Background: an optimization exercise with open tools, aiming at small area, a short achievable clock period and few clock cycles per item. Do not read the settings as production practice. RTL that was checked went through simulation tests only; none was proved equivalent to the original. Function not checked in runs 2 to 5: the RTL went through the layout flow alone. Power is estimated from default activity; no workload was simulated.

`flow/config.mk`:
```
export PLATFORM = sky130hd
export DESIGN_NAME = pcmon_top
export DESIGN_NICKNAME = pcmon_top
export VERILOG_FILES = /design/flow/design.v
export SDC_FILE = /design/flow/constraint.sdc
export NUM_CORES = 4
export LEC_CHECK = 0
export CAP_MARGIN = 20
export CORE_MARGIN = 2
export CORE_UTILIZATION = 40
export SLEW_MARGIN = 20
```
`flow/constraint.sdc`:
```
create_clock -name core_clock -period 7.5 [get_ports {clk}]
set_input_delay 1.5000 -clock core_clock [delete_from_list [all_inputs] [get_ports {clk}]]
set_output_delay 1.5000 -clock core_clock [all_outputs]
set_load 0.01 [all_outputs]
```
`flow/design.v`:
```
module pcmon_decoder (
    input  wire       clk,
    input  wire       rst_n,
    input  wire       byte_valid,
    input  wire [7:0] byte_in,
    input  wire       shift_ext,
    output wire       emit,          
    output wire [1:0] emit_kind,
    output wire       emit_ok,       
    output wire [5:0] q0,
    output wire [7:0] q5,
    output wire [7:0] q6,
    output wire [7:0] q7
);
    reg       await_len;
    reg [5:0] rem;           
    reg [1:0] kind;
    reg       ok;
    reg [5:0] r0, r1, r2, r3, r4;
    reg [7:0] r5, r6, r7;
    wire accum = |rem;
    assign emit      = byte_valid & (accum ? (rem == 6'd1) : (await_len & (byte_in == 8'd0)));
    assign emit_kind = kind;
    assign emit_ok   = accum ? ok : (kind == 2'd0);
    assign q0 = r0;
    assign q5 = r5;
    assign q6 = r6;
    assign q7 = r7;
    always @(posedge clk) begin
        if ((byte_valid & accum) | shift_ext) begin
            r0 <= r1;
            r1 <= r2;
            r2 <= r3;
            r3 <= r4;
            r4 <= r5[7:2];
            r5 <= r6;
            r6 <= r7;
            r7 <= byte_in;
        end
    end
    always @(posedge clk) begin
        if (!rst_n) begin
            await_len <= 1'b0;
            rem       <= 6'd0;
        end else if (byte_valid) begin
            if (accum) begin
                rem <= rem - 6'd1;
            end else if (await_len) begin
                await_len <= 1'b0;
                if (byte_in <= 8'd32) begin
                    rem <= byte_in[5:0];
                    ok  <= (kind == 2'd0) ||
                           (kind == 2'd1 && byte_in == 8'd4) ||
                           (kind == 2'd2 && byte_in == 8'd2) ||
                           (kind == 2'd3 && byte_in == 8'd8);
                end
            end else if (byte_in[7:2] == 6'd0) begin
                kind      <= byte_in[1:0];
                await_len <= 1'b1;
            end
        end
    end
endmodule
module pcmon_render (
    input  wire        clk,
    input  wire        rst_n,
    input  wire        start,         
    input  wire [5:0]  q0,            
    output wire        qshift,        
    output reg         busy,
    output reg         pix_valid,
    output reg  [6:0]  pix_x,
    output reg  [5:0]  pix_y,
    output reg         pix_on,
    output reg         pix_flush,
    input  wire        pix_ready
);
    localparam [1:0] S_STARTUP = 2'd0;
    localparam [1:0] S_GLYPH   = 2'd1;
    localparam [1:0] S_BAR     = 2'd2;
    reg [1:0] state;
    reg       glyph;       
    reg       blank;       
    reg [3:0] k;           
    reg [5:0] t0, t1, t2, t3, t4, t5, t6, t7;
    function [6:0] bar_x0;
        input [2:0] b;
        case (b)
            3'd0: bar_x0 = 7'd4;
            3'd1: bar_x0 = 7'd24;
            3'd2: bar_x0 = 7'd44;
            3'd3: bar_x0 = 7'd64;
            3'd4: bar_x0 = 7'd86;
            3'd5: bar_x0 = 7'd106;
            3'd6: bar_x0 = 7'd90;
            default: bar_x0 = 7'd110;
        endcase
    endfunction
    function [6:0] bar_x1;
        input [2:0] b;
        case (b)
            3'd0: bar_x1 = 7'd19;
            3'd1: bar_x1 = 7'd39;
            3'd2: bar_x1 = 7'd59;
            3'd3: bar_x1 = 7'd79;
            3'd4: bar_x1 = 7'd89;
            3'd5: bar_x1 = 7'd109;
            3'd6: bar_x1 = 7'd101;
            default: bar_x1 = 7'd121;
        endcase
    endfunction
    function startup_on;
        input [6:0] x;
        input [5:0] y;
        begin
            startup_on = (x == 7'd0) || (x == 7'd127) || (y == 6'd0) || (y == 6'd63) ||
                         ((y == 6'd4) &&
                          ((x >= 7'd6   && x <= 7'd17)  ||
                           (x >= 7'd26  && x <= 7'd37)  ||
                           (x >= 7'd46  && x <= 7'd57)  ||
                           (x >= 7'd66  && x <= 7'd77)  ||
                           (x >= 7'd86  && x <= 7'd101) ||
                           (x >= 7'd106 && x <= 7'd119)));
        end
    endfunction
    wire [5:0] hn   = (q0 > 6'd54) ? 6'd54 : q0;
    wire [5:0] tn   = (hn == 6'd0) ? 6'd63 : 6'd62 - hn;
    wire       grow = tn < t0;
    wire       same = tn == t0;
    wire [2:0] cur  = k[2:0] - 3'd1;       
    wire       adv  = pix_ready | ~pix_valid;
    wire last_col = pix_x == bar_x1(cur);
    wire last_row = pix_on ? (pix_y == t7) : (pix_y + 6'd1 == t7);
    wire gl_col   = (pix_x == 7'd123) && (pix_y != 6'd4);
    wire gl_end   = ~gl_col && (pix_x == 7'd125);
    wire next_bar = busy & adv & ~pix_flush &
                    (((state == S_GLYPH) & gl_end) |
                     ((state == S_BAR) & (~pix_valid | (last_col & last_row))));
    wire rot      = next_bar & ~k[3];
    wire startup  = busy & (state == S_STARTUP);
    assign qshift = rot;
    always @(posedge clk) begin
        if (rot | startup) begin
            t0 <= t1;
            t1 <= t2;
            t2 <= t3;
            t3 <= t4;
            t4 <= t5;
            t5 <= t6;
            t6 <= t7;
            t7 <= startup ? 6'd63 : tn;
        end
    end
    reg [6:0] nx;
    reg [5:0] ny;
    always @(posedge clk) begin
        if (!rst_n) begin
            busy      <= 1'b1;
            state     <= S_STARTUP;
            pix_valid <= 1'b1;
            pix_flush <= 1'b0;
            pix_x     <= 7'd0;
            pix_y     <= 6'd0;
            pix_on    <= 1'b1;
            glyph     <= 1'b0;
            blank     <= 1'b1;
            k         <= 4'd0;
        end else if (!busy) begin
            if (start) begin
                busy      <= 1'b1;
                state     <= S_GLYPH;
                pix_valid <= 1'b1;
                glyph     <= ~glyph;
                k         <= 4'd0;
                if (blank) begin
                    pix_x  <= 7'd121;
                    pix_y  <= 6'd4;
                    pix_on <= 1'b1;
                end else begin
                    pix_x  <= 7'd123;
                    pix_y  <= 6'd1;
                    pix_on <= glyph;
                end
            end
        end else if (adv) begin
            if (pix_flush) begin
                busy      <= 1'b0;
                pix_valid <= 1'b0;
                pix_flush <= 1'b0;
            end else if (next_bar) begin
                blank <= 1'b0;
                state <= S_BAR;
                if (k[3]) begin
                    pix_valid <= 1'b1;
                    pix_flush <= 1'b1;
                end else begin
                    k         <= k + 4'd1;
                    pix_valid <= ~same;
                    pix_x     <= bar_x0(k[2:0]);
                    pix_y     <= grow ? t0 - 6'd1 : t0;
                    pix_on    <= grow;
                end
            end else begin
                case (state)
                    S_STARTUP: begin
                        nx = pix_x;
                        ny = pix_y + 6'd1;
                        if (pix_y == 6'd63)
                            nx = pix_x + 7'd1;
                        if (pix_x == 7'd127 && pix_y == 6'd63)
                            pix_flush <= 1'b1;
                        pix_x  <= nx;
                        pix_y  <= ny;
                        pix_on <= startup_on(nx, ny);
                    end
                    S_GLYPH: begin
                        if (gl_col) begin
                            if (pix_y == 6'd7) begin
                                pix_x  <= 7'd121;
                                pix_y  <= 6'd4;
                                pix_on <= glyph;
                            end else begin
                                pix_y  <= (pix_y == 6'd3) ? 6'd5 : pix_y + 6'd1;
                            end
                        end else begin
                            pix_x <= (pix_x == 7'd122 && !blank) ? 7'd124 : pix_x + 7'd1;
                        end
                    end
                    default: begin
                        if (last_col) begin
                            pix_x <= bar_x0(cur);
                            pix_y <= pix_on ? pix_y - 6'd1 : pix_y + 6'd1;
                        end else begin
                            pix_x <= pix_x + 7'd1;
                        end
                    end
                endcase
            end
        end
    end
endmodule
module pcmon_top (
    input  wire       clk,
    input  wire       rst_n,        
    input  wire       rst_in_n,     
    input  wire       rx_valid,
    input  wire       rx_err,
    input  wire [7:0] rx_data,
    output wire       rx_ready,
    output reg  [7:0] duty1,
    output reg  [7:0] duty2,
    output reg  [7:0] duty3,
    output reg  [7:0] duty4,
    output reg        net_tx,
    output reg        net_rx,
    output reg        act,
    output wire       busy,
    output wire       pix_valid,
    output wire [6:0] pix_x,
    output wire [5:0] pix_y,
    output wire       pix_on,
    output wire       pix_flush,
    input  wire       pix_ready
);
    localparam [1:0] K_RESET  = 2'd0;
    localparam [1:0] K_SETIND = 2'd1;
    localparam [1:0] K_NET    = 2'd2;
    localparam [1:0] K_RENDER = 2'd3;
    wire        svc       = ~busy;
    assign      rx_ready  = svc & rst_in_n;
    wire        byte_take = rx_ready & rx_valid & ~rx_err;
    wire        emit;
    wire [1:0]  emit_kind;
    wire        emit_ok;
    wire        qshift;
    wire [5:0]  q0;
    wire [7:0]  q5, q6, q7;
    pcmon_decoder u_dec (
        .clk       (clk),
        .rst_n     (rst_n),
        .byte_valid(byte_take),
        .byte_in   (rx_data),
        .shift_ext (qshift),
        .emit      (emit),
        .emit_kind (emit_kind),
        .emit_ok   (emit_ok),
        .q0        (q0),
        .q5        (q5),
        .q6        (q6),
        .q7        (q7)
    );
    wire render_start = emit & emit_ok & (emit_kind == K_RENDER);
    pcmon_render u_render (
        .clk       (clk),
        .rst_n     (rst_n),
        .start     (render_start),
        .q0        (q0),
        .qshift    (qshift),
        .busy      (busy),
        .pix_valid (pix_valid),
        .pix_x     (pix_x),
        .pix_y     (pix_y),
        .pix_on    (pix_on),
        .pix_flush (pix_flush),
        .pix_ready (pix_ready)
    );
    wire clr_duty = ~rst_in_n | (emit & (emit_kind == K_RESET));
    wire ld_duty  = emit & emit_ok & (emit_kind == K_SETIND);
    wire clr_net  = ~rst_in_n;
    wire ld_net   = emit & emit_ok & (emit_kind == K_NET);
    always @(posedge clk) begin
        if (!rst_n) begin
            duty1  <= 8'd0;
            duty2  <= 8'd0;
            duty3  <= 8'd0;
            duty4  <= 8'd0;
            net_tx <= 1'b0;
            net_rx <= 1'b0;
            act    <= 1'b0;
        end else if (svc) begin
            act <= byte_take;
            if (clr_duty) begin
                duty1 <= 8'd0;
                duty2 <= 8'd0;
                duty3 <= 8'd0;
                duty4 <= 8'd0;
            end else if (ld_duty) begin
                duty1 <= q5;
                duty2 <= q6;
                duty3 <= q7;
                duty4 <= rx_data;
            end
            if (clr_net) begin
                net_tx <= 1'b0;
                net_rx <= 1'b0;
            end else if (ld_net) begin
                net_tx <= (q7 != 8'd0);
                net_rx <= (rx_data != 8'd0);
            end
        end
    end
endmodule
```
`flow/run.sh`:
```
#!/bin/bash
# synth_recipe.tcl (not shown) runs the flow's synth.tcl, then flattens the netlist and writes it again
# the make line also repeats each setting of config.mk as NAME=value (left out here)
make -C /OpenROAD-flow-scripts/flow DESIGN_CONFIG=/design/flow/config.mk WORK_HOME=/design/flow/orfs CLKGATE_MAP_FILE= SYNTH_SCRIPT=/design/flow/synth_recipe.tcl finish
```
==> results of run 1 <==
## worst paths after layout
kind                                                        to  slack [ns]  depth (start not counted)                  startpoint
worst min register to register           u_dec.r3[0]$_DFFE_PP_        0.42                          0       u_dec.r4[0]$_DFFE_PP_
worst max register to register  u_render.pix_y[5]$_SDFFE_PN0P_        3.42                         12  u_render.k[0]$_SDFFE_PN0P_
worst max-delay path                                  rx_ready        3.21                          3                    rst_in_n
worst min-delay path                     u_dec.r3[0]$_DFFE_PP_        0.42                          0       u_dec.r4[0]$_DFFE_PP_
## sequential cells by signal (all words and copies together), names as in the netlist, 4 cells and up
name	flops
u_dec.r1	6
duty4	8
u_render.t7	6
duty3	8
u_render.pix_y	6
u_dec.r6	8
u_render.t4	6
u_dec.r0	6
u_dec.r2	6
u_dec.r3	6
u_render.k	4
duty1	8
u_render.t2	6
u_render.t0	6
u_dec.r4	6
u_render.t1	6
u_render.pix_x	7
u_dec.rem	6
u_dec.r7	8
u_render.t6	6
u_render.t5	6
u_render.t3	6
u_dec.r5	8
duty2	8
## worst max-delay path, stage by stage
cell and delay, ns:
clkdlybuf4s50_1 0.58, nor2b_1 0.16, clkdlybuf4s50_1 0.55
## metrics by stage
| step | instances | util [%] | hold slack [ns] | total power, µW |
|---|---|---|---|---|
| detailed placement | 1081 | 45.2 | 0.405 | 1090 |
| global route | 1113 | 48.3 | 0.413 | 2040 |
| global placement | 1081 | 45.2 | 0.402 | 1090 |
| CTS | 1113 | 48.3 | 0.414 | 2000 |
| finish | 1113 | 48.3 | 0.416 | 1970 |
| floorplan | 785 | - | 0.400 | 1070 |
## logic make-up after synthesis
family,Yosys count,synth area share [%]
simple gates,277,17.2
buf+inv,75,4.23
compound gates,192,16.3
mux,7,0.865
fa+ha+maj,30,4.47
xor+xnor,32,3.34
flops,172,53.6
## layout make-up
cell class	instances	area, µm²
clock buffers	17	425
clock inverters	15	209
fillers	1927	10600
inverters	28	105
multi-input cells	538	3580
flip-flops and latches	172	4490
well taps	270	338
repair buffers	73	713
## where the power goes
| part | internal [µW] | switching [µW] | leakage, µW |
|---|---|---|---|
| sequential | 994 | 10.7 | 0.00144 |
| combinational | 30.0 | 35.8 | 0.00154 |
| clock | 463 | 441 | 0.000305 |
## routing by layer
layer	vias up	GRT usage (%)
met5	-	0
li1	3028	-
met2	145	27.5
met3	17	3.64
met1	2995	23.9
met4	0	5.19
## layout by cell type, fill, tap and decap left out, drive strengths merged, types with 11 or more instances in the layout
cell / count
a21oi: 44
a22oi: 35
clkbuf: 17
clkdlybuf4s50: 66
dfxtp: 67
edfxtp: 105
ha: 30
inv: 33
nand2: 56
nand2b: 11
nand3: 19
nor2: 78
nor3: 26
nor4: 12
o21ai: 27
xnor2: 21
xor2: 11
==> flow_summary.yaml, run 1 <==
final_layout:
  nNetsFinal: 874
  finalInstanceArea_um2: 9860
  antennaDiodeCount: 0
  drive_gt1_share_pct: 8.07
  syn2layout_area_growth_pct: 17.5
drt:
  top_layer: "met4"
  wl_met3_um: 867
  routed_wl_um: 18700
  via_per_inst: 5.56
  met1_length_um: 9000
  firstDrtPassIters: 5
  wl_met2_um: 8630
  dr_total_vias: 6185
  avgRoutedWirePerCell_um: 16.8
  drc: 0
  drt_iter0_markers: 513
  antenna_left: 0
grt:
  gr-total-overflow: 0
  grt_pass1_wl_um: 30500
  grt_pass1_vias: 5776
  grt_antenna_before_repair: 0
  track_usage_pct: 17.3
  grt_max_degree: 61
clock_tree:
  path_clk_slew_ns: 0.07
  ctsResizeCount: 0
  cts_tree: "done"
  clkLatencyLatePin_ns: 0.44
  clock-root-buffer: "clkbuf_16"
  cts_setup_buffers: 0
  holdBufCountCts: 0
  cts.sinks: 172
  htreeDepth: 4
  cts_made_buffers: 17
  cts_max_path_buffers: 2
synth:
  synth_cell_types: 82
  syn-num-nets: 829
  syn-cell-area_um2: 8390
  ys_ff_latch: 172
  yosys.area.top_type: "edfxtp_1"
  post-synth-top-count-cell: "edfxtp_1"
  synth.avg_cell_area_um2: 10.7
  synth_seq_area_share_pct: 53.6
  yosys-top-cells-count: "105 x edfxtp_1, 78 x nor2_1, 67 x dfxtp_1, 56 x nand2_1, 43 x a21oi_1"
  postSynthCellCount: 785
  ys.flop_type: "edfxtp_1"
  synth_area_leaders: "edfxtp_1 38%, dfxtp_1 16%, ha_1 4.5%, nor2_1 3.5%, a22oi_1 3.1%"
  yosysTopAreaCellShare_pct: 37.6
  synth_edf_count: 105
  yosysWarnings: 3
  synthArstFlopShare_pct: 0
die:
  io_pins: 67
  fp.dieW_um: 149
  dieArea_um2: 22200
  die_h_um: 149
  std_cell_rows: 52
  start_util_pct: 41.1
  core_um2: 20400
sta:
  rsz0062_at_grt: "no"
  skew_ns: 0.0152
  finalCritPeriodShare_pct: 57.2
  tightest_slew_ns: 0.974
  setup_viol: 0
  fin_ws_ns: 3.21
  max_freq_mhz: 233
  slew_headroom_pct: 33.4
  final.setup.tns_ns: 0
  finalHoldViolCount: 0
  maxSlewViolCount: 0
  post-route-min-period_ns: 4.29
min_path:
  worstHoldPathType: "flop to flop"
worst_setup_path:
  critPathKind: "primary input to primary output"
  cp_max_fo: 4
  critPathArrivalTime_ns: 2.79
  worst_setup_path_end_kind: "primary output"
  start_kind: "primary input"
  cp_data_required_time_ns: 6.00
pwr:
  p_per_area_nw_per_um2: 200
  vdd_ir_drop_max_v: 0.000135
  leakage_uw: 0.00328
placement:
  routabilityCongestion: 0.782
  place_area_um2: 9230
  dp_slack_ns: 2.92
  dpl.hpwl_um: 12400
  io_buffers: 66
run_status:
  outcome: "complete, no violations"
job:
  maxCapViolCount: 0
Testbench counts, summed over its fixed seeds: cycles 133,457, frames 384.
==> run 2, diff against run 1 <==
--- a/flow/design.v
+++ b/flow/design.v
@@ -71,7 +71,7 @@
     output reg         pix_valid,
     output reg  [6:0]  pix_x,
     output reg  [5:0]  pix_y,
-    output reg         pix_on,
+    output wire        pix_on,
     output reg         pix_flush,
     input  wire        pix_ready
 );
@@ -79,6 +79,8 @@
     localparam [1:0] S_GLYPH   = 2'd1;
     localparam [1:0] S_BAR     = 2'd2;
     reg [1:0] state;
+    reg       on_r;
+    assign pix_on = (state == S_STARTUP) ? startup_on(pix_x, pix_y) : on_r;
     reg       glyph;       
     reg       blank;       
     reg [3:0] k;           
@@ -130,7 +132,7 @@
     wire [2:0] cur  = k[2:0] - 3'd1;       
     wire       adv  = pix_ready | ~pix_valid;
     wire last_col = pix_x == bar_x1(cur);
-    wire last_row = pix_on ? (pix_y == t7) : (pix_y + 6'd1 == t7);
+    wire last_row = on_r ? (pix_y == t7) : (pix_y + 6'd1 == t7);
     wire gl_col   = (pix_x == 7'd123) && (pix_y != 6'd4);
     wire gl_end   = ~gl_col && (pix_x == 7'd125);
     wire next_bar = busy & adv & ~pix_flush &
@@ -161,7 +163,7 @@
             pix_flush <= 1'b0;
             pix_x     <= 7'd0;
             pix_y     <= 6'd0;
-            pix_on    <= 1'b1;
+            on_r      <= 1'b1;
             glyph     <= 1'b0;
             blank     <= 1'b1;
             k         <= 4'd0;
@@ -175,11 +177,11 @@
                 if (blank) begin
                     pix_x  <= 7'd121;
                     pix_y  <= 6'd4;
-                    pix_on <= 1'b1;
+                    on_r <= 1'b1;
                 end else begin
                     pix_x  <= 7'd123;
                     pix_y  <= 6'd1;
-                    pix_on <= glyph;
+                    on_r <= glyph;
                 end
             end
         end else if (adv) begin
@@ -198,7 +200,7 @@
                     pix_valid <= ~same;
                     pix_x     <= bar_x0(k[2:0]);
                     pix_y     <= grow ? t0 - 6'd1 : t0;
-                    pix_on    <= grow;
+                    on_r      <= grow;
                 end
             end else begin
                 case (state)
@@ -211,14 +213,14 @@
                             pix_flush <= 1'b1;
                         pix_x  <= nx;
                         pix_y  <= ny;
-                        pix_on <= startup_on(nx, ny);
+                        on_r <= 1'b0;
                     end
                     S_GLYPH: begin
                         if (gl_col) begin
                             if (pix_y == 6'd7) begin
                                 pix_x  <= 7'd121;
                                 pix_y  <= 6'd4;
-                                pix_on <= glyph;
+                                on_r <= glyph;
                             end else begin
                                 pix_y  <= (pix_y == 6'd3) ? 6'd5 : pix_y + 6'd1;
                             end
@@ -229,7 +231,7 @@
                     default: begin
                         if (last_col) begin
                             pix_x <= bar_x0(cur);
-                            pix_y <= pix_on ? pix_y - 6'd1 : pix_y + 6'd1;
+                            pix_y <= on_r ? pix_y - 6'd1 : pix_y + 6'd1;
                         end else begin
                             pix_x <= pix_x + 7'd1;
                         end
==> flow/flow/run.sh (new file) <==
#!/bin/bash
# The standard layout, with every port buffered by a plain sky130 buffer
# (buf_1) instead of the delay buffer buffer_ports picks by itself.
set -euo pipefail
export BUFFER_PORTS_ARGS="-buffer_cell sky130_fd_sc_hd__buf_1"
bash standard.sh > standard.log 2>&1
==> flow/standard.sh (new file) <==
#!/bin/bash
# synth_recipe.tcl (not shown) runs the flow's synth.tcl, then flattens the netlist and writes it again
# the make line also repeats each setting of config.mk as NAME=value (left out here)
make -C /OpenROAD-flow-scripts/flow DESIGN_CONFIG=/design/flow/config.mk WORK_HOME=/design/flow/orfs CLKGATE_MAP_FILE= SYNTH_SCRIPT=/design/flow/synth_recipe.tcl "${@:-finish}"
removed: flow/run.sh
==> flow_summary.yaml, run 2 <==
run_status:
  outcome: "complete, no violations"
worst_setup_path:
  critPathArrivalTime_ns: 4.68
  worst_setup_path_end_kind: "flop"
  start_kind: "flop"
  cpMaxStageDelayCell: "o21ai_4"
  critPathKind: "flop to flop"
  cp_max_fo: 30
  crit_path_cell_trace: "inv_1 > ha_1 > ha_1 > nand2b_1 > o32a_1 > or3_4 > a2111oi_4 > a21boi_2 > o21ai_4 > buf_4"
  critical_path.most_common_cell: "ha_1"
  worst_path_largest_cell_delay_ns: 0.74
  cp_data_required_time_ns: 7.61
synth:
  synthArstFlopShare_pct: 0
  synth_seq_area_share_pct: 55.4
  syn-cell-area_um2: 8120
  synth_area_leaders: "edfxtp_1 39%, dfxtp_1 17%, ha_1 4.6%, a21oi_1 4.1%, nand2_1 3.7%"
  post-synth-top-count-cell: "edfxtp_1"
  synth_cell_types: 76
  ys.flop_type: "edfxtp_1"
  synth_edf_count: 105
  postSynthCellCount: 770
  synth.avg_cell_area_um2: 10.5
  ys_ff_latch: 172
  yosysTopAreaCellShare_pct: 38.8
  yosys.area.top_type: "edfxtp_1"
  yosysWarnings: 3
  yosys-top-cells-count: "105 x edfxtp_1, 81 x nand2_1, 67 x a21oi_1, 67 x dfxtp_1, 55 x nand3_1"
  syn-num-nets: 814
clock_tree:
  clock-root-buffer: "clkbuf_16"
  htreeDepth: 4
  cts_setup_buffers: 0
  cts.sinks: 172
  cts_max_path_buffers: 2
  cts_made_buffers: 17
  clkLatencyLatePin_ns: 0.44
  cts_tree: "done"
  ctsResizeCount: 0
  holdBufCountCts: 0
  path_clk_slew_ns: 0.07
sta:
  post-route-min-period_ns: 4.58
  rsz0062_at_grt: "no"
  tightest_slew_ns: 1.06
  finalHoldViolCount: 0
  max_freq_mhz: 219
  maxSlewViolCount: 0
  skew_ns: 0.0139
  setup_viol: 0
  final.setup.tns_ns: 0
  finalCritPeriodShare_pct: 61.0
  slew_headroom_pct: 29.0
final_layout:
  layout_common_cells: "105 x edfxtp_1, 81 x nand2_1, 67 x a21oi_1, 67 x dfxtp_1, 66 x buf_1"
  syn2layout_area_growth_pct: 13.5
  drive_gt1_share_pct: 8.16
  stdcell_count: 1104
  nFillCells: 1879
  layout_commonest_cell: "edfxtp_1"
  nNetsFinal: 864
placement:
  routabilityCongestion: 0.834
  place_inst: 1070
  io_buffers: 66
  dpl.hpwl_um: 11900
die:
  io_pins: 67
  std_cell_rows: 52
  core_um2: 20100
  start_util_pct: 40.4
  fp.dieW_um: 146
  dieArea_um2: 21400
  die_h_um: 146
drt:
  routed_wl_um: 17900
  drt_iter0_markers: 443
  drc: 0
  avgRoutedWirePerCell_um: 16.2
  dr_total_vias: 5980
  via_per_inst: 5.42
  firstDrtPassIters: 7
  antenna_left: 0
pwr:
  p_per_area_nw_per_um2: 209
  leakage_uw: 0.00303
  vdd_ir_drop_max_v: 0.000145
grt:
  gr-total-overflow: 0
  track_usage_pct: 16.8
  grt_max_degree: 56
  grt_pass1_vias: 5556
  grt_antenna_before_repair: 1
  grt_pass1_wl_um: 28900
min_path:
  worstHoldPathType: "flop to flop"
job:
  maxCapViolCount: 0
## run 2: worst max-delay path, delay by kind of cell, from the launching register on
kind | cells | cell delay [ns]
AND/OR/NAND/NOR | 2 | 0.53
adder cells (fa/ha/maj) | 2 | 0.66
AO/OA/AOI/OAI | 4 | 1.95
flip-flops | 1 | 0.49
buffers and inverters | 2 | 0.58
## run 2: cells by family after synthesis
kind of cell,synth area share [%]
AND/OR/NAND/NOR,16.4
AO/OA/AOI/OAI,16.0
flip-flops,55.4
buffers and inverters,3.53
adder cells (fa/ha/maj),4.62
XOR/XNOR,2.91
multiplexers,1.17
## run 2: layout make-up
| class | count | area (µm²) | share of cell area [%] |
|---|---|---|---|
| Multi-Input combinational cell | 526 | 3370 | 36.5 |
| Sequential cell | 172 | 4490 | 48.8 |
| Clock inverter | 14 | 168 | 1.82 |
| Antenna cell | 1 | 2.50 | 0.0272 |
| Tap cell | 270 | 338 | 3.67 |
| Timing Repair Buffer | 75 | 313 | 3.39 |
| Clock buffer | 18 | 429 | 4.66 |
| Inverter | 28 | 105 | 1.14 |
## run 2: path summary, 6_finish.rpt
| check | startpoint | slack, ns | end | depth (start not counted) |
|---|---|---|---|---|
| min reg2reg | u_dec.r1[2]$_DFFE_PP_ | 0.42 | u_dec.r0[2]$_DFFE_PP_ | 0 |
| max reg2reg | u_render.k[0]$_SDFFE_PN0P_ | 2.92 | u_dec.r4[2]$_DFFE_PP_ | 10 |
| min | u_dec.r1[2]$_DFFE_PP_ | 0.42 | u_dec.r0[2]$_DFFE_PP_ | 0 |
| max | u_render.k[0]$_SDFFE_PN0P_ | 2.92 | u_dec.r4[2]$_DFFE_PP_ | 10 |
## run 2: per-layer routing
metal	track usage (%)	vias up	routed length, µm
met5	0	-	0
met1	24.0	2874	8610
li1	-	2953	-
met4	6.07	0	302
met2	25.4	133	8150
met3	3.50	20	826
## run 2: report_power, final
group          internal [µW]  total [µW]  leakage [µW]  switching (µW)
Combinational           15.5        44.5       0.00131            29.1
Sequential               993         997       0.00143            4.79
Clock                    452         880      0.000292             428
Total                   1460        1920       0.00303             461
## run 2: stage by stage
stage / hold slack (ns) / util [%] / cell area (µm²) / power (µW) / setup slack, ns
final: 0.418 / 45.8 / 9220 / 1920 / 2.92
after detailed placement: 0.405 / 42.8 / 8610 / 1060 / 2.94
after global routing: 0.423 / 45.8 / 9210 / 1990 / 2.66
after floorplan: 0.400 / - / 8120 / 1050 / 0.148
after CTS: 0.420 / 45.8 / 9210 / 1940 / 2.93
after global placement: 0.402 / 42.8 / 8610 / 1060 / 3.01
==> run 3, diff against run 2 <==
--- a/flow/design.v
+++ b/flow/design.v
@@ -19,6 +19,8 @@
     reg [5:0] r0, r1, r2, r3, r4;
     reg [7:0] r5, r6, r7;
     wire accum = |rem;
+    wire [5:0] h5  = (r5[7:2] > 6'd54) ? 6'd54 : r5[7:2];
+    wire [5:0] top5 = (h5 == 6'd0) ? 6'd63 : 6'd62 - h5;
     assign emit      = byte_valid & (accum ? (rem == 6'd1) : (await_len & (byte_in == 8'd0)));
     assign emit_kind = kind;
     assign emit_ok   = accum ? ok : (kind == 2'd0);
@@ -32,7 +34,7 @@
             r1 <= r2;
             r2 <= r3;
             r3 <= r4;
-            r4 <= r5[7:2];
+            r4 <= top5;
             r5 <= r6;
             r6 <= r7;
             r7 <= byte_in;
@@ -79,38 +81,39 @@
     localparam [1:0] S_GLYPH   = 2'd1;
     localparam [1:0] S_BAR     = 2'd2;
     reg [1:0] state;
-    reg       on_r;
-    assign pix_on = (state == S_STARTUP) ? startup_on(pix_x, pix_y) : on_r;
+    reg       on_r;        
+    reg       lcol;        
+    reg       lpix;        
     reg       glyph;       
     reg       blank;       
     reg [3:0] k;           
     reg [5:0] t0, t1, t2, t3, t4, t5, t6, t7;
-    function [6:0] bar_x0;
-        input [2:0] b;
-        case (b)
-            3'd0: bar_x0 = 7'd4;
-            3'd1: bar_x0 = 7'd24;
-            3'd2: bar_x0 = 7'd44;
-            3'd3: bar_x0 = 7'd64;
-            3'd4: bar_x0 = 7'd86;
-            3'd5: bar_x0 = 7'd106;
-            3'd6: bar_x0 = 7'd90;
-            default: bar_x0 = 7'd110;
+    reg [6:0] x0_nxt;
+    always @(*) begin
+        case (k[2:0])
+            3'd0: x0_nxt = 7'd4;
+            3'd1: x0_nxt = 7'd24;
+            3'd2: x0_nxt = 7'd44;
+            3'd3: x0_nxt = 7'd64;
+            3'd4: x0_nxt = 7'd86;
+            3'd5: x0_nxt = 7'd106;
+            3'd6: x0_nxt = 7'd90;
+            default: x0_nxt = 7'd110;
         endcase
-    endfunction
-    function [6:0] bar_x1;
-        input [2:0] b;
-        case (b)
-            3'd0: bar_x1 = 7'd19;
-            3'd1: bar_x1 = 7'd39;
-            3'd2: bar_x1 = 7'd59;
-            3'd3: bar_x1 = 7'd79;
-            3'd4: bar_x1 = 7'd89;
-            3'd5: bar_x1 = 7'd109;
-            3'd6: bar_x1 = 7'd101;
-            default: bar_x1 = 7'd121;
+    end
+    reg [6:0] x0_cur, xp_cur;
+    always @(*) begin
+        case (k[2:0])
+            3'd1: begin x0_cur = 7'd4;   xp_cur = 7'd18;  end
+            3'd2: begin x0_cur = 7'd24;  xp_cur = 7'd38;  end
+            3'd3: begin x0_cur = 7'd44;  xp_cur = 7'd58;  end
+            3'd4: begin x0_cur = 7'd64;  xp_cur = 7'd78;  end
+            3'd5: begin x0_cur = 7'd86;  xp_cur = 7'd88;  end
+            3'd6: begin x0_cur = 7'd106; xp_cur = 7'd108; end
+            3'd7: begin x0_cur = 7'd90;  xp_cur = 7'd100; end
+            default: begin x0_cur = 7'd110; xp_cur = 7'd120; end
         endcase
-    endfunction
+    end
     function startup_on;
         input [6:0] x;
         input [5:0] y;
@@ -125,19 +128,13 @@
                            (x >= 7'd106 && x <= 7'd119)));
         end
     endfunction
-    wire [5:0] hn   = (q0 > 6'd54) ? 6'd54 : q0;
-    wire [5:0] tn   = (hn == 6'd0) ? 6'd63 : 6'd62 - hn;
-    wire       grow = tn < t0;
-    wire       same = tn == t0;
-    wire [2:0] cur  = k[2:0] - 3'd1;       
-    wire       adv  = pix_ready | ~pix_valid;
-    wire last_col = pix_x == bar_x1(cur);
+    assign pix_on = (state == S_STARTUP) ? startup_on(pix_x, pix_y) : on_r;
+    wire grow = q0 < t0;
+    wire same = q0 == t0;
+    wire adv  = pix_ready | ~pix_valid;
     wire last_row = on_r ? (pix_y == t7) : (pix_y + 6'd1 == t7);
     wire gl_col   = (pix_x == 7'd123) && (pix_y != 6'd4);
-    wire gl_end   = ~gl_col && (pix_x == 7'd125);
-    wire next_bar = busy & adv & ~pix_flush &
-                    (((state == S_GLYPH) & gl_end) |
-                     ((state == S_BAR) & (~pix_valid | (last_col & last_row))));
+    wire next_bar = busy & adv & ~pix_flush & (lpix | ((state == S_BAR) & ~pix_valid));
     wire rot      = next_bar & ~k[3];
     wire startup  = busy & (state == S_STARTUP);
     assign qshift = rot;
@@ -150,11 +147,9 @@
             t4 <= t5;
             t5 <= t6;
             t6 <= t7;
-            t7 <= startup ? 6'd63 : tn;
+            t7 <= startup ? 6'd63 : q0;
         end
     end
-    reg [6:0] nx;
-    reg [5:0] ny;
     always @(posedge clk) begin
         if (!rst_n) begin
             busy      <= 1'b1;
@@ -163,10 +158,9 @@
             pix_flush <= 1'b0;
             pix_x     <= 7'd0;
             pix_y     <= 6'd0;
-            on_r      <= 1'b1;
+            lpix      <= 1'b0;
             glyph     <= 1'b0;
             blank     <= 1'b1;
-            k         <= 4'd0;
         end else if (!busy) begin
             if (start) begin
                 busy      <= 1'b1;
@@ -175,16 +169,18 @@
                 glyph     <= ~glyph;
                 k         <= 4'd0;
                 if (blank) begin
-                    pix_x  <= 7'd121;
-                    pix_y  <= 6'd4;
-                    on_r <= 1'b1;
+                    pix_x <= 7'd121;
+                    pix_y <= 6'd4;
+                    on_r  <= 1'b1;
                 end else begin
-                    pix_x  <= 7'd123;
-                    pix_y  <= 6'd1;
-                    on_r <= glyph;
+                    pix_x <= 7'd123;
+                    pix_y <= 6'd1;
+                    on_r  <= glyph;
                 end
             end
         end else if (adv) begin
+            lpix <= 1'b0;
+            lcol <= 1'b0;
             if (pix_flush) begin
                 busy      <= 1'b0;
                 pix_valid <= 1'b0;
@@ -198,42 +194,42 @@
                 end else begin
                     k         <= k + 4'd1;
                     pix_valid <= ~same;
-                    pix_x     <= bar_x0(k[2:0]);
+                    pix_x     <= x0_nxt;
                     pix_y     <= grow ? t0 - 6'd1 : t0;
                     on_r      <= grow;
                 end
             end else begin
                 case (state)
                     S_STARTUP: begin
-                        nx = pix_x;
-                        ny = pix_y + 6'd1;
-                        if (pix_y == 6'd63)
-                            nx = pix_x + 7'd1;
-                        if (pix_x == 7'd127 && pix_y == 6'd63)
-                            pix_flush <= 1'b1;
-                        pix_x  <= nx;
-                        pix_y  <= ny;
-                        on_r <= 1'b0;
+                        pix_y <= pix_y + 6'd1;
+                        if (pix_y == 6'd63) begin
+                            pix_x <= pix_x + 7'd1;
+                            if (pix_x == 7'd127)
+                                pix_flush <= 1'b1;
+                        end
                     end
                     S_GLYPH: begin
                         if (gl_col) begin
                             if (pix_y == 6'd7) begin
-                                pix_x  <= 7'd121;
-                                pix_y  <= 6'd4;
-                                on_r <= glyph;
+                                pix_x <= 7'd121;
+                                pix_y <= 6'd4;
+                                on_r  <= glyph;
                             end else begin
-                                pix_y  <= (pix_y == 6'd3) ? 6'd5 : pix_y + 6'd1;
+                                pix_y <= (pix_y == 6'd3) ? 6'd5 : pix_y + 6'd1;
                             end
                         end else begin
                             pix_x <= (pix_x == 7'd122 && !blank) ? 7'd124 : pix_x + 7'd1;
+                            lpix  <= pix_x == 7'd124;
                         end
                     end
                     default: begin
-                        if (last_col) begin
-                            pix_x <= bar_x0(cur);
+                        if (lcol) begin
+                            pix_x <= x0_cur;
                             pix_y <= on_r ? pix_y - 6'd1 : pix_y + 6'd1;
                         end else begin
                             pix_x <= pix_x + 7'd1;
+                            lcol  <= pix_x == xp_cur;
+                            lpix  <= (pix_x == xp_cur) & last_row;
                         end
                     end
                 endcase
==> flow_summary.yaml, run 3 <==
run_status:
  outcome: "complete, no violations"
final_layout:
  nNetsFinal: 887
  layout_common_cells: "111 x edfxtp_1, 88 x nand2_1, 66 x o21ai_0"
  layout_commonest_cell: "edfxtp_1"
  stdcell_count: 1129
  syn2layout_area_growth_pct: 13.0
  antennaDiodeCount: 0
  drive_gt1_share_pct: 6.17
die:
  core_um2: 20100
  dieArea_um2: 21500
  std_cell_rows: 52
  fp.dieW_um: 147
  io_pins: 67
  die_h_um: 147
  start_util_pct: 40.5
synth:
  ys_ff_latch: 174
  syn-num-nets: 845
  synthArstFlopShare_pct: 0
  postSynthCellCount: 804
  yosysWarnings: 3
  post-synth-top-count-cell: "edfxtp_1"
  ys.flop_type: "edfxtp_1"
  synth_edf_count: 111
  synth.avg_cell_area_um2: 10.1
  synth_area_leaders: "edfxtp_1 41%, dfxtp_1 16%, ha_1 4.2%, o21ai_0 4.1%, nand2_1 4.1%"
  synth_seq_area_share_pct: 56.5
  yosys.area.top_type: "edfxtp_1"
  yosys-top-cells-count: "111 x edfxtp_1, 88 x nand2_1, 67 x o21ai_0, 63 x dfxtp_1, 58 x nor2_1"
  syn-cell-area_um2: 8130
  yosysTopAreaCellShare_pct: 41.0
  synth_cell_types: 62
sta:
  setup_viol: 0
  tightest_slew_ns: 0.981
  skew_ns: 0.0140
  finalHoldViolCount: 0
  post-route-min-period_ns: 3.95
  finalCritPeriodShare_pct: 52.7
  slew_headroom_pct: 34.4
  max_freq_mhz: 253
  rsz0062_at_grt: "no"
  final.setup.tns_ns: 0
  maxSlewViolCount: 0
drt:
  antenna_left: 0
  drt_iter0_markers: 566
  firstDrtPassIters: 5
  routed_wl_um: 18700
  drc: 0
  dr_total_vias: 6085
  avgRoutedWirePerCell_um: 16.6
  via_per_inst: 5.39
clock_tree:
  cts_setup_buffers: 0
  clock-root-buffer: "clkbuf_16"
  cts_made_buffers: 17
  cts_max_path_buffers: 2
  ctsResizeCount: 0
  clkLatencyLatePin_ns: 0.43
  cts_tree: "done"
  cts.sinks: 174
  htreeDepth: 4
  holdBufCountCts: 0
  path_clk_slew_ns: 0.07
min_path:
  worstHoldPathType: "flop to flop"
grt:
  top_usage_layer: "met2"
  use_met3_pct: 4.22
  track_usage_pct: 17.7
  met2_usage_pct: 26.3
  grt_pass1_vias: 5769
  gr-total-overflow: 0
  grt_antenna_before_repair: 0
  use_met1_pct: 25.9
  grt_max_degree: 65
  grt_pass1_wl_um: 30500
pwr:
  vdd_ir_drop_max_v: 0.000105
  leakage_uw: 0.00308
  p_per_area_nw_per_um2: 211
  power.total_uw: 1940
worst_setup_path:
  reg2reg_slack_ns: 4.14
  critPathArrivalTime_ns: 2.45
  cpMaxStageDelayCell: "dfxtp_1"
  cpLargestDelayFamily: "compound AO/OA/AOI/OAI gates"
  crit_path_cell_trace: "nor2b_1 > nor3_1 > a311oi_1 > o21ai_0 > a21oi_1 > a211oi_1 > o32a_1 > buf_1"
  worst_setup_path_end_kind: "primary output"
  cp_max_fo: 16
  critPathKind: "flop to primary output"
  cp_data_required_time_ns: 6.00
  start_kind: "flop"
  cp_num_buf_inv: 1
  worst_path_largest_cell_delay_ns: 0.66
placement:
  routabilityCongestion: 0.838
  dpl.hpwl_um: 12400
  place_inst: 1097
  io_buffers: 66
job:
  maxCapViolCount: 0
-- run 3: cell types whose count changed after synthesis, sizes merged, moves of 6 or more --
cell    before  now
buf         12    4
edfxtp     105  111
nand2b       9   21
clkbuf      32   46
nor2        43   58
a21oi       70   50
nand4        2   10
nand2       81   88
nor3        19   26
o21ai       36   69
a21o         6    0
-- run 3: metal layers --
| metal | vias up | wire [µm] |
|---|---|---|
| met5 | - | 0 |
| met4 | 0 | 228 |
| met3 | 23 | 1230 |
| met2 | 167 | 8260 |
| met1 | 2878 | 8990 |
| li1 | 3017 | - |
-- run 3: cell type report --
type / instances / area [µm²]
tap: 270 / 338
clock inverter: 14 / 156
fill: 1902 / 10900
sequential: 174 / 4590
inverter: 30 / 113
clock buffer: 18 / 429
multi-input combinational: 550 / 3260
timing repair buffer: 73 / 302
-- run 3: cell families after synthesis --
kind of cell	share of synthesized area, %
muxes	0.508
xor gates and xnor gates	2.58
and+or+nand+nor	18.8
buffers and inverters	3.85
DFF	56.5
AOI/OAI and AO/OA	13.4
adders and majority gates	4.40
-- run 3: worst paths after layout --
kind | startpoint | endpoint | depth (start not counted)
setup / recovery | u_render.pix_x[2]$_SDFFE_PN0P_ | pix_on | 8
hold reg to reg | u_render.t6[5]$_DFFE_PP_ | u_render.t5[5]$_DFFE_PP_ | 0
setup reg to reg | u_dec.rem[0]$_SDFFE_PN0P_ | u_render.pix_x[0]$_SDFFE_PN0P_ | 9
hold / removal | u_render.t6[5]$_DFFE_PP_ | u_render.t5[5]$_DFFE_PP_ | 0
-- run 3: report_power, final --
part | internal (µW) | switching [µW]
combinational | 11.9 | 26.9
sequential | 1010 | 2.87
clock | 499 | 392
total | 1520 | 422
-- run 3: metrics by stage --
stage | instance area, µm² | hold slack, ns | utilization (%) | worst slack [ns]
floorplan | 8130 | 0.400 | - | 1.57
global placement | 8610 | 0.400 | 42.8 | 3.28
detailed placement | 8610 | 0.405 | 42.8 | 3.16
CTS | 9200 | 0.415 | 45.7 | 3.51
global route | 9200 | 0.417 | 45.7 | 3.29
finish | 9200 | 0.412 | 45.7 | 3.55
==> run 4, diff against run 3 <==
--- a/flow/design.v
+++ b/flow/design.v
@@ -4,9 +4,10 @@
     input  wire       byte_valid,
     input  wire [7:0] byte_in,
     input  wire       shift_ext,
-    output wire       emit,          
-    output wire [1:0] emit_kind,
-    output wire       emit_ok,       
+    output wire       fin,           
+    output wire       len0,          
+    output wire [1:0] kind_o,
+    output wire       ok_o,          
     output wire [5:0] q0,
     output wire [7:0] q5,
     output wire [7:0] q6,
@@ -21,9 +22,10 @@
     wire accum = |rem;
     wire [5:0] h5  = (r5[7:2] > 6'd54) ? 6'd54 : r5[7:2];
     wire [5:0] top5 = (h5 == 6'd0) ? 6'd63 : 6'd62 - h5;
-    assign emit      = byte_valid & (accum ? (rem == 6'd1) : (await_len & (byte_in == 8'd0)));
-    assign emit_kind = kind;
-    assign emit_ok   = accum ? ok : (kind == 2'd0);
+    assign fin    = rem == 6'd1;
+    assign len0   = await_len & (byte_in == 8'd0);
+    assign kind_o = kind;
+    assign ok_o   = ok;
     assign q0 = r0;
     assign q5 = r5;
     assign q6 = r6;
@@ -73,7 +75,7 @@
     output reg         pix_valid,
     output reg  [6:0]  pix_x,
     output reg  [5:0]  pix_y,
-    output wire        pix_on,
+    output reg         pix_on,
     output reg         pix_flush,
     input  wire        pix_ready
 );
@@ -81,7 +83,6 @@
     localparam [1:0] S_GLYPH   = 2'd1;
     localparam [1:0] S_BAR     = 2'd2;
     reg [1:0] state;
-    reg       on_r;        
     reg       lcol;        
     reg       lpix;        
     reg       glyph;       
@@ -114,25 +115,19 @@
             default: begin x0_cur = 7'd110; xp_cur = 7'd120; end
         endcase
     end
-    function startup_on;
-        input [6:0] x;
-        input [5:0] y;
-        begin
-            startup_on = (x == 7'd0) || (x == 7'd127) || (y == 6'd0) || (y == 6'd63) ||
-                         ((y == 6'd4) &&
-                          ((x >= 7'd6   && x <= 7'd17)  ||
-                           (x >= 7'd26  && x <= 7'd37)  ||
-                           (x >= 7'd46  && x <= 7'd57)  ||
-                           (x >= 7'd66  && x <= 7'd77)  ||
-                           (x >= 7'd86  && x <= 7'd101) ||
-                           (x >= 7'd106 && x <= 7'd119)));
-        end
-    endfunction
-    assign pix_on = (state == S_STARTUP) ? startup_on(pix_x, pix_y) : on_r;
+    wire label_x = (pix_x >= 7'd6   && pix_x <= 7'd17)  ||
+                   (pix_x >= 7'd26  && pix_x <= 7'd37)  ||
+                   (pix_x >= 7'd46  && pix_x <= 7'd57)  ||
+                   (pix_x >= 7'd66  && pix_x <= 7'd77)  ||
+                   (pix_x >= 7'd86  && pix_x <= 7'd101) ||
+                   (pix_x >= 7'd106 && pix_x <= 7'd119);
+    wire startup_on_next = (pix_x == 7'd0) || (pix_x == 7'd127) ||
+                           (pix_y == 6'd62) || (pix_y == 6'd63) ||
+                           ((pix_y == 6'd3) && label_x);
     wire grow = q0 < t0;
     wire same = q0 == t0;
     wire adv  = pix_ready | ~pix_valid;
-    wire last_row = on_r ? (pix_y == t7) : (pix_y + 6'd1 == t7);
+    wire last_row = pix_on ? (pix_y == t7) : (pix_y + 6'd1 == t7);
     wire gl_col   = (pix_x == 7'd123) && (pix_y != 6'd4);
     wire next_bar = busy & adv & ~pix_flush & (lpix | ((state == S_BAR) & ~pix_valid));
     wire rot      = next_bar & ~k[3];
@@ -158,6 +153,7 @@
             pix_flush <= 1'b0;
             pix_x     <= 7'd0;
             pix_y     <= 6'd0;
+            pix_on    <= 1'b1;
             lpix      <= 1'b0;
             glyph     <= 1'b0;
             blank     <= 1'b1;
@@ -171,11 +167,11 @@
                 if (blank) begin
                     pix_x <= 7'd121;
                     pix_y <= 6'd4;
-                    on_r  <= 1'b1;
+                    pix_on <= 1'b1;
                 end else begin
                     pix_x <= 7'd123;
                     pix_y <= 6'd1;
-                    on_r  <= glyph;
+                    pix_on <= glyph;
                 end
             end
         end else if (adv) begin
@@ -196,11 +192,12 @@
                     pix_valid <= ~same;
                     pix_x     <= x0_nxt;
                     pix_y     <= grow ? t0 - 6'd1 : t0;
-                    on_r      <= grow;
+                    pix_on    <= grow;
                 end
             end else begin
                 case (state)
                     S_STARTUP: begin
+                        pix_on <= startup_on_next;
                         pix_y <= pix_y + 6'd1;
                         if (pix_y == 6'd63) begin
                             pix_x <= pix_x + 7'd1;
@@ -213,7 +210,7 @@
                             if (pix_y == 6'd7) begin
                                 pix_x <= 7'd121;
                                 pix_y <= 6'd4;
-                                on_r  <= glyph;
+                                pix_on <= glyph;
                             end else begin
                                 pix_y <= (pix_y == 6'd3) ? 6'd5 : pix_y + 6'd1;
                             end
@@ -225,7 +222,7 @@
                     default: begin
                         if (lcol) begin
                             pix_x <= x0_cur;
-                            pix_y <= on_r ? pix_y - 6'd1 : pix_y + 6'd1;
+                            pix_y <= pix_on ? pix_y - 6'd1 : pix_y + 6'd1;
                         end else begin
                             pix_x <= pix_x + 7'd1;
                             lcol  <= pix_x == xp_cur;
@@ -267,9 +264,8 @@
     wire        svc       = ~busy;
     assign      rx_ready  = svc & rst_in_n;
     wire        byte_take = rx_ready & rx_valid & ~rx_err;
-    wire        emit;
-    wire [1:0]  emit_kind;
-    wire        emit_ok;
+    wire        fin, len0, ok;
+    wire [1:0]  kind;
     wire        qshift;
     wire [5:0]  q0;
     wire [7:0]  q5, q6, q7;
@@ -279,15 +275,20 @@
         .byte_valid(byte_take),
         .byte_in   (rx_data),
         .shift_ext (qshift),
-        .emit      (emit),
-        .emit_kind (emit_kind),
-        .emit_ok   (emit_ok),
+        .fin       (fin),
+        .len0      (len0),
+        .kind_o    (kind),
+        .ok_o      (ok),
         .q0        (q0),
         .q5        (q5),
         .q6        (q6),
         .q7        (q7)
     );
-    wire render_start = emit & emit_ok & (emit_kind == K_RENDER);
+    wire fin_render = fin & ok & (kind == K_RENDER);
+    wire fin_setind = fin & ok & (kind == K_SETIND);
+    wire fin_net    = fin & ok & (kind == K_NET);
+    wire fin_reset  = (fin | len0) & (kind == K_RESET);
+    wire render_start = byte_take & fin_render;
     pcmon_render u_render (
         .clk       (clk),
         .rst_n     (rst_n),
@@ -302,10 +303,10 @@
         .pix_flush (pix_flush),
         .pix_ready (pix_ready)
     );
-    wire clr_duty = ~rst_in_n | (emit & (emit_kind == K_RESET));
-    wire ld_duty  = emit & emit_ok & (emit_kind == K_SETIND);
+    wire clr_duty = ~rst_in_n | (rx_valid & ~rx_err & fin_reset);
+    wire ld_duty  = byte_take & fin_setind;
     wire clr_net  = ~rst_in_n;
-    wire ld_net   = emit & emit_ok & (emit_kind == K_NET);
+    wire ld_net   = byte_take & fin_net;
     always @(posedge clk) begin
         if (!rst_n) begin
             duty1  <= 8'd0;
==> flow_summary.yaml, run 4 <==
run_status:
  outcome: "complete, no violations"
clock_tree:
  clock-root-buffer: "clkbuf_16"
  path_clk_slew_ns: 0.07
  clkLatencyLatePin_ns: 0.43
  cts_setup_buffers: 0
  htreeDepth: 4
  ctsResizeCount: 0
  cts_made_buffers: 17
  cts.sinks: 174
  cts_max_path_buffers: 2
  cts_tree: "done"
  holdBufCountCts: 0
grt:
  met2_usage_pct: 26.6
  grt_pass1_wl_um: 31300
  grt_pass1_vias: 5873
  use_met1_pct: 26.4
  use_met3_pct: 4.17
  grt_antenna_before_repair: 0
  top_usage_layer: "met2"
  track_usage_pct: 18.0
  grt_max_degree: 55
  gr-total-overflow: 0
worst_setup_path:
  critical_path_depth: 4
  start_kind: "primary input"
  cp_data_required_time_ns: 6.00
  cp_num_buf_inv: 3
  critical_path.most_common_cell: "buf_1"
  critPathKind: "primary input to primary output"
  cpMaxStageDelayCell: "buf_1"
  worst_setup_path_end_kind: "primary output"
  reg2reg_depth: 5
  crit_start: "rst_in_n"
  crit_path_cell_trace: "buf_1 > inv_1 > nor2_1 > buf_1"
  worst_path_largest_cell_delay_ns: 0.19
  cp_max_fo: 3
  cpLargestDelayFamily: "buffers and inverters"
  r2r-start: "u_render.busy$_SDFF_PN1_"
  critPathArrivalTime_ns: 2.12
die:
  start_util_pct: 40.8
  core_um2: 20300
  fp.dieW_um: 148
  die_h_um: 148
  std_cell_rows: 52
  dieArea_um2: 21900
  io_pins: 67
drt:
  drt_iter0_markers: 527
  drc: 0
  firstDrtPassIters: 5
  dr_total_vias: 6105
  via_per_inst: 5.58
  routed_wl_um: 18900
  avgRoutedWirePerCell_um: 17.3
  antenna_left: 0
job:
  maxCapViolCount: 0
placement:
  routabilityCongestion: 0.851
  dpl.hpwl_um: 12700
  io_buffers: 66
pwr:
  p_per_area_nw_per_um2: 205
  power.total_uw: 1920
  leakage_uw: 0.00308
  vdd_ir_drop_max_v: 0.000162
final_layout:
  layout_common_cells: "110 x edfxtp_1, 80 x nor2_1, 66 x buf_1"
  nFillCells: 1929
  drive_gt1_share_pct: 8.50
  register_area_um2: 4580
  nNetsFinal: 853
  multi_input_area_um2: 3380
  antennaDiodeCount: 0
  syn2layout_area_growth_pct: 12.8
  layout_commonest_cell: "edfxtp_1"
  post-route-util_pct: 46.0
synth:
  yosys.area.top_type: "edfxtp_1"
  syn-cell-area_um2: 8280
  synthArstFlopShare_pct: 0
  yosysWarnings: 3
  synth.avg_cell_area_um2: 10.8
  ys.flop_type: "edfxtp_1"
  synth_cell_types: 79
  yosys-top-cells-count: "110 x edfxtp_1, 80 x nor2_1, 64 x dfxtp_1, 46 x nand2_1, 39 x inv_1"
  synth_edf_count: 110
  ys_ff_latch: 174
  yosysTopAreaCellShare_pct: 39.9
  post-synth-top-count-cell: "edfxtp_1"
  postSynthCellCount: 764
  syn-num-nets: 806
  synth_area_leaders: "edfxtp_1 40%, dfxtp_1 15%, ha_1 4.2%, nor2_1 3.6%, a22oi_1 3.2%"
  synth_seq_area_share_pct: 55.3
sta:
  rsz0062_at_grt: "no"
  slew_headroom_pct: 47.5
  max_freq_mhz: 277
  finalCritPeriodShare_pct: 48.2
  maxSlewViolCount: 0
  skew_ns: 0.00745
  setup_viol: 0
  final.setup.tns_ns: 0
  finalHoldViolCount: 0
  tightest_slew_ns: 0.788
  post-route-min-period_ns: 3.62
min_path:
  worst_hold_startpoint: "u_render.t4[4]$_DFFE_PP_"
  worstHoldPathType: "flop to flop"
  hold_depth: 0
==> run 4: path summary, 6_finish.rpt <==
kind	endpoint	slack [ns]
max	rx_ready	3.88
min	u_render.t3[4]$_DFFE_PP_	0.42
max reg2reg	u_render.t3[1]$_DFFE_PP_	4.67
min reg2reg	u_render.t3[4]$_DFFE_PP_	0.42
==> run 4: area by class of cell <==
| cell class | count | share of cell area [%] |
|---|---|---|
| multi-input cells | 503 | 36.2 |
| flip-flops and latches | 174 | 49.1 |
| repair buffers | 75 | 3.37 |
| inverters | 40 | 1.61 |
| clock inverters | 13 | 1.22 |
| well taps | 270 | 3.62 |
| clock buffers | 19 | 4.97 |
==> run 4: stage by stage <==
step / setup WS (ns) / instances / hold WS (ns) / area (µm²)
CTS: 3.92 / 1094 / 0.420 / 9340
global placement: 3.87 / 1062 / 0.400 / 8770
finish: 3.88 / 1094 / 0.419 / 9340
detailed placement: 3.83 / 1062 / 0.405 / 8770
global route: 3.85 / 1094 / 0.427 / 9340
floorplan: 2.14 / 764 / 0.400 / 8280
==> run 4: worst register-to-register path: stages (launching register included) <==
cell and delay [ns]:
dfxtp_1 0.48, buf_4 0.36, inv_1 0.23, nor3_1 0.61, o21bai_4 0.25, buf_4 0.51
==> run 4: cells by family after synthesis <==
family | synth area share, %
simple gates | 15.9
compound gates | 16.2
flops | 55.3
buf+inv | 4.29
fa+ha+maj | 4.23
xor+xnor | 2.75
mux | 1.22
==> run 4: routing by layer <==
layer / wire length (µm) / vias up
met1: 9070 / 2949
met3: 1210 / 19
li1: - / 2942
met4: 235 / 0
met2: 8370 / 195
met5: 0 / -
==> run 4: power breakdown <==
group	total, µW	internal [µW]	switching, µW
Sequential	1010	1010	3.57
Combinational	42.8	15.3	27.5
Clock	864	465	398
Total	1920	1490	429
==> run 5, diff against run 4 <==
--- a/flow/config.mk
+++ b/flow/config.mk
@@ -8,4 +8,5 @@
 export CAP_MARGIN = 20
 export CORE_MARGIN = 2
 export CORE_UTILIZATION = 40
+export SETUP_SLACK_MARGIN = 4.0
 export SLEW_MARGIN = 20
==> flow_summary.yaml, run 5 <==
final_layout:
  nNetsFinal: 852
  antennaDiodeCount: 0
  multi_input_area_um2: 3400
  drive_gt1_share_pct: 9.23
  register_area_um2: 4580
  finalInstanceArea_um2: 9380
  nFillCells: 1929
  layout_commonest_cell: "edfxtp_1"
  post-route-util_pct: 46.2
  layout_common_cells: "110 x edfxtp_1, 79 x nor2_1, 64 x dfxtp_1, 64 x buf_1, 46 x nand2_1"
  syn2layout_area_growth_pct: 13.2
min_path:
  worstHoldPathType: "flop to flop"
sta:
  final.setup.tns_ns: 0
  finalCritPeriodShare_pct: 45.3
  maxSlewViolCount: 0
  tightest_slew_ns: 0.721
  skew_ns: 0.00936
  post-route-min-period_ns: 3.40
  finalHoldViolCount: 0
  slew_headroom_pct: 50.7
  rsz0062_at_grt: "no"
  max_freq_mhz: 294
  setup_viol: 0
  whs_ns: 0.417
drt:
  avgRoutedWirePerCell_um: 17.6
  drc: 0
  firstDrtPassIters: 5
  drt_iter0_markers: 558
  routed_wl_um: 19200
  antenna_left: 0
  via_per_inst: 5.66
  dr_total_vias: 6187
die:
  start_util_pct: 40.8
  die_h_um: 148
  fp.dieW_um: 148
  io_pins: 67
  dieArea_um2: 21900
  std_cell_rows: 52
  core_um2: 20300
synth:
  yosys.area.top_type: "edfxtp_1"
  synth_compound_area_share_pct: 16.2
  synth_cell_types: 79
  synth_top_family_by_area: "compound AO/OA/AOI/OAI gates"
  synth_edf_count: 110
  yosysWarnings: 3
  ys_ff_latch: 174
  synth_area_leaders: "edfxtp_1 40%, dfxtp_1 15%, ha_1 4.2%, nor2_1 3.6%, a22oi_1 3.2%"
  post-synth-top-count-cell: "edfxtp_1"
  synth_xor_xnor_area_share_pct: 2.75
  synth_seq_area_share_pct: 55.3
  syn-num-nets: 806
  syn-cell-area_um2: 8280
  yosysTopAreaCellShare_pct: 39.9
  ys.flop_type: "edfxtp_1"
  synthSimpleGateAreaFrac_pct: 15.9
  synth_fa_ha_area_share_pct: 4.23
  postSynthCellCount: 764
  yosys-top-cells-count: "110 x edfxtp_1, 80 x nor2_1, 64 x dfxtp_1, 46 x nand2_1, 39 x inv_1"
  synth.avg_cell_area_um2: 10.8
  synthMuxAreaShare_pct: 1.22
  synthArstFlopShare_pct: 0
clock_tree:
  clock-root-buffer: "clkbuf_16"
  path_clk_slew_ns: 0.07
  clkLatencyLatePin_ns: 0.43
  cts_setup_buffers: 0
  cts.sinks: 174
  htreeDepth: 4
  cts_tree: "done"
  cts_made_buffers: 17
  cts_max_path_buffers: 2
placement:
  place_area_um2: 8770
  routabilityCongestion: 0.835
  dpl.hpwl_um: 12800
  io_buffers: 66
grt:
  grt_antenna_before_repair: 0
  use_met3_pct: 3.98
  grt_pass1_vias: 5907
  grt_max_degree: 55
  use_met1_pct: 26.3
  track_usage_pct: 18.1
  met2_usage_pct: 27.3
  grt_pass1_wl_um: 31600
  gr-total-overflow: 0
  top_usage_layer: "met2"
worst_setup_path:
  critPathArrivalTime_ns: 1.90
  start_kind: "primary input"
  critPathKind: "primary input to primary output"
  worst_setup_path_end_kind: "primary output"
  cp_max_fo: 3
  cp_data_required_time_ns: 6.00
pwr:
  vdd_ir_drop_max_v: 0.000163
  power.total_uw: 1940
  leakage_uw: 0.00309
  p_per_area_nw_per_um2: 207
run_status:
  outcome: "complete, no violations"
job:
  maxCapViolCount: 0
[run 5: final cells by class]
class	instances	share of cell area, %
Clock buffer	17	4.54
Tap cell	270	3.60
Multi-Input combinational cell	503	36.2
Inverter	40	1.60
Timing Repair Buffer	74	3.31
Clock inverter	15	1.84
Sequential cell	174	48.9
[run 5: what timing repair did]
| item | CTS | global route |
|---|---|---|
| setup endpoints to repair | 1 | 12 |
| gates cloned | 0 | 0 |
| endpoints found under the hold margin | 0 | 0 |
| gates resized for setup | 1 | 5 |
| hold buffers | 0 | 0 |
[run 5: routing by layer]
metal / part of all wire (%) / vias up / routed length [µm]
met5: 0 / - / 0
li1: - / 2938 / -
met4: 1.1 / 0 / 214
met3: 6.1 / 20 / 1170
met2: 45 / 220 / 8740
met1: 47 / 3009 / 9110
[run 5: through the flow]
step	worst slack, ns	std cells
final	4.10	1093
after global routing	4.05	1093
after CTS	4.01	1093
after detailed placement	3.61	1061
after global placement	3.65	1061
after floorplan	4.07	764
[run 5: cells by family (layout without fill, tap and decap cells)]
logic type | count (synthesis) | after routing
fa+ha+maj | 28 | 28
flops | 174 | 174
simple gates | 252 | 252
compound gates | 187 | 187
buf+inv | 87 | 146
mux | 10 | 10
xor+xnor | 26 | 26
[run 5: power by group]
part / internal [µW] / switching, µW
Clock: 478 / 410
Combinational: 15.6 / 27.9
Sequential: 1010 / 3.84
Total: 1500 / 442
[run 5: worst max-delay path, cell delays in order]
cell and delay, ns:
clkbuf_2 0.11, inv_2 0.06, nor2_2 0.09, buf_2 0.14
[run 5: path summary, 6_finish.rpt]
check / slack, ns / from / to / cells after the start
worst min-delay path: 0.42 / u_dec.r2[5]$_DFFE_PP_ / u_dec.r1[5]$_DFFE_PP_ / 0
worst min register to register: 0.42 / u_dec.r2[5]$_DFFE_PP_ / u_dec.r1[5]$_DFFE_PP_ / 0
worst max-delay path: 4.10 / rst_in_n / rx_ready / 4
worst max register to register: 4.78 / u_render.k[2]$_SDFFCE_PN0P_ / u_render.lcol$_SDFFCE_PP0P_ / 7

## port drivers added, routing unchanged
The results above use ideal ports. As a check the final layouts listed here were re-extracted and re-timed, cells and wires unchanged. Step 1 assumes that a clkbuf_16 drives the clock port and a buf_2 every other input. Step 2 times the ports against the registers' clock, not the clock port: input delays grow and output delays shrink by t, the midpoint of the rising clock arrivals with the driver on. Three values: no drivers, after step 1, after step 2; two values: the first two.
run | t (ns) | slack for setup (ns) | clock arrival spread, ns | worst data-port slew with drivers (ns)
run 1 | 0.473 | 3.209 / 3.186 / 2.939 | 0.015 / 0.016 | 0.03
run 2 | 0.475 | 2.924 / 2.924 / 2.924 | 0.014 / 0.014 | 0.07
run 3 | 0.473 | 3.547 / 3.499 / 3.149 | 0.015 / 0.015 | 0.03
run 4 | 0.472 | 3.884 / 3.857 / 3.800 | 0.009 / 0.009 | 0.04
run 5 | 0.465 | 4.101 / 4.077 / 3.812 | 0.010 / 0.010 | 0.03
After both steps every run listed still meets setup and hold. For run 3, which loses most, drivers alone change the setup slack by -0.048 ns; drivers and shift together by -0.398 ns.
